What follows belongs to an exercise in optimizing a design on an open flow for small area, a short achievable clock period and few clock cycles per item; a production flow would make more cautious choices.
In this exercise RTL edits were held to simulation tests only and were not proved equivalent to the original.
Power figures rest on the tool's default switching activity, not on a simulated workload.

Setup of north:
==> flow/design.v <==
module sha1_core (
    input  wire         clk,
    input  wire         rst,       
    input  wire         start,     
    output wire         ready,
    input  wire [511:0] chunk,     
    input  wire [159:0] h_in,      
    output reg          done,      
    output wire [159:0] h_out      
);
    localparam [31:0] K0 = 32'h5A827999;
    localparam [31:0] K1 = 32'h6ED9EBA1;
    localparam [31:0] K2 = 32'h8F1BBCDC;
    localparam [31:0] K3 = 32'hCA62C1D6;
    reg         busy;
    reg         rdy;                
    reg         sh, ld;             
    reg [6:0]   cnt;                
    reg [31:0]  w [0:15];           
    reg [31:0]  a, b, c;            
    reg [31:0]  p;                  
    reg [31:0]  q;                  
    reg [31:0]  r [0:4];            
    reg         prep;               
    reg         is_ch, is_maj;      
    reg [31:0]  k;                  
    reg         fin_rot, fin_b, fin_w, fin_w2;
    wire load = start && !busy && !rst;
    assign ready = rdy;
    wire [31:0] fb = a;
    wire [31:0] fc = {b[1:0], b[31:2]};
    wire [31:0] fd = c;
    wire [31:0] f1 = is_ch ? fc : is_maj ? (fc | fd) : ~(fc ^ fd);
    wire [31:0] f0 = is_ch ? fd : is_maj ? (fc & fd) :  (fc ^ fd);
    wire [31:0] f  = (fb & f1) | (~fb & f0);
    wire [31:0] q_next = c + k + w[0];
    wire [31:0] p_next = f + q;
    wire [31:0] t_new  = {a[26:0], a[31:27]} + p;
    wire [31:0] w_mix  = w[13] ^ w[8] ^ w[2] ^ w[0];
    wire [31:0] w_next = {w_mix[30:0], w_mix[31]};
    wire [31:0] fin_op = ({32{fin_rot}} & {a[1:0], a[31:2]}) |
                         ({32{fin_b}}   & a) |
                         ({32{fin_w}}   & w[12]);
    wire [31:0] fin_sum = r[0] + fin_op;
    assign h_out = {a, r[4], r[3], r[2], r[1]};
    reg [31:0] w_sh [0:15];
    reg [31:0] r_sh [0:4];
    reg [31:0] h_ring [0:4];
    integer j;
    always @(*) begin
        for (j = 0; j < 15; j = j + 1)
            w_sh[j] = w[j+1];
        w_sh[15] = w_next;
        if (fin_w2)
            w_sh[10] = r[4];                             
        for (j = 0; j < 4; j = j + 1)
            r_sh[j] = r[j+1];
        r_sh[4] = fin_sum;
        h_ring[0] = h_in[95:64];                         
        h_ring[1] = h_in[127:96];                        
        h_ring[2] = h_in[159:128];                       
        h_ring[3] = h_in[31:0];                          
        h_ring[4] = h_in[63:32];                         
    end
    wire [6:0] cnt_n = busy ? cnt + 7'd1 : 7'd0;
    integer i;
    always @(posedge clk) begin
        if (rst) begin
            busy <= 1'b0;
            rdy  <= 1'b1;
            done <= 1'b0;
        end else begin
            done <= 1'b0;
            if (load) begin
                busy <= 1'b1;
                rdy  <= 1'b0;
            end else if (busy && cnt == 7'd81) begin
                busy <= 1'b0;
                rdy  <= 1'b1;
                done <= 1'b1;
            end
        end
        sh <= !rst && (load || (busy && !fin_b));
        ld <= rst || (!load && (!busy || fin_b));
        cnt     <= cnt_n;
        prep    <= (cnt_n <= 7'd1);
        is_ch   <= (cnt_n <= 7'd20);
        is_maj  <= (cnt_n >= 7'd41) && (cnt_n <= 7'd60);
        k       <= (cnt_n < 7'd20) ? K0 : (cnt_n < 7'd40) ? K1 :
                   (cnt_n < 7'd60) ? K2 : K3;
        fin_rot <= (cnt_n >= 7'd78) && (cnt_n <= 7'd80);
        fin_b   <= (cnt_n == 7'd81);
        fin_w   <= (cnt_n == 7'd67);
        fin_w2  <= (cnt_n == 7'd68);
        q <= q_next;
        p <= p_next;
        a <= ({32{ld}} & {h_in[93:64], h_in[95:94]}) |      
             ({32{sh}} & (prep ? r[1] : t_new));         
        b <= ({32{ld}} & {h_in[61:32], h_in[63:62]}) |      
             ({32{sh}} & a);
        c <= ({32{ld}} & h_in[31:0]) |                      
             ({32{sh}} & {b[1:0], b[31:2]});
        for (i = 0; i < 16; i = i + 1)
            w[i] <= ({32{ld}} & chunk[511 - 32*i -: 32]) | ({32{sh}} & w_sh[i]);
        for (i = 0; i < 5; i = i + 1)
            r[i] <= ({32{ld}} & h_ring[i]) | ({32{sh}} & r_sh[i]);
    end
endmodule
export LEC_CHECK = 0
export CAP_MARGIN = 20
export CORE_MARGIN = 2
export CORE_UTILIZATION = 40
export CTS_CLUSTER_DIAMETER = 100
export CTS_CLUSTER_SIZE = 25
export PLACE_DENSITY = 0.7
export SLEW_MARGIN = 20
create_clock -name core_clock -period 10.0 [get_ports {clk}]
standard.sh (not shown) runs the stock make flow with config.mk's settings and CLKGATE_MAP_FILE= SYNTH_SCRIPT=/design/flow/synth_recipe.tcl, a recipe that flattens the netlist after the stock synthesis.
==> flow/flow/run.sh <==
#!/bin/bash
# Standard ORFS layout with two changes: the port buffers use the smallest
# buffer cell, and timing repair aims for a tighter setup slack than the
# clock period alone asks for.
export BUFFER_PORTS_ARGS="-buffer_cell sky130_fd_sc_hd__buf_1"
export SETUP_SLACK_MARGIN=6.7
bash standard.sh > standard.log 2>&1
Testbench counts of north, summed over its fixed seeds: cycles 63,752, items 768.
Edits applied to the flow inputs when going from north to south:
diff --git a/flow/config.mk b/flow/config.mk
--- a/flow/config.mk
+++ b/flow/config.mk
@@ -6,4 +6,5 @@
 export NUM_CORES = 4
 export LEC_CHECK = 0
+export ABC_AREA = 1
 export CAP_MARGIN = 20
 export CORE_MARGIN = 2
@@ -11,4 +12,3 @@
 export CTS_CLUSTER_DIAMETER = 100
 export CTS_CLUSTER_SIZE = 25
-export PLACE_DENSITY = 0.7
 export SLEW_MARGIN = 20
--- outcome ---
As far as clock power is concerned, north and south perform about the same.
c[0] as the launch point of the worst path was reported by north, and r[4][14] by south.
south vs. north: routed via count divided by cell count went down by 1.3%.
south ends up with a met1 routing resource usage after global routing that is 5.2 points higher than in north.

[separate check: timing with driven ports]
No port has a modelled driver above. Below, the same layouts with a new extraction and two added sets of constraints. Step 1 assumes that a clkbuf_16 drives the clock port and a buf_2 every other input. Step 2 times the ports against the registers' clock, not the clock port: input delays grow and output delays shrink by t, the midpoint of the rising clock arrivals with the driver on. a / b / c = ideal / step 1 / step 2; a / b = the first two.
run	t (ns)	setup WS [ns]	latest minus earliest clock arrival (ns)	worst slew at a driven data input, ns
north	0.718	6.602 / 6.602 / 6.602	0.036 / 0.036	0.22
south	0.736	6.708 / 6.629 / 6.838	0.042 / 0.043	0.26
After both steps every run listed still meets setup and hold.
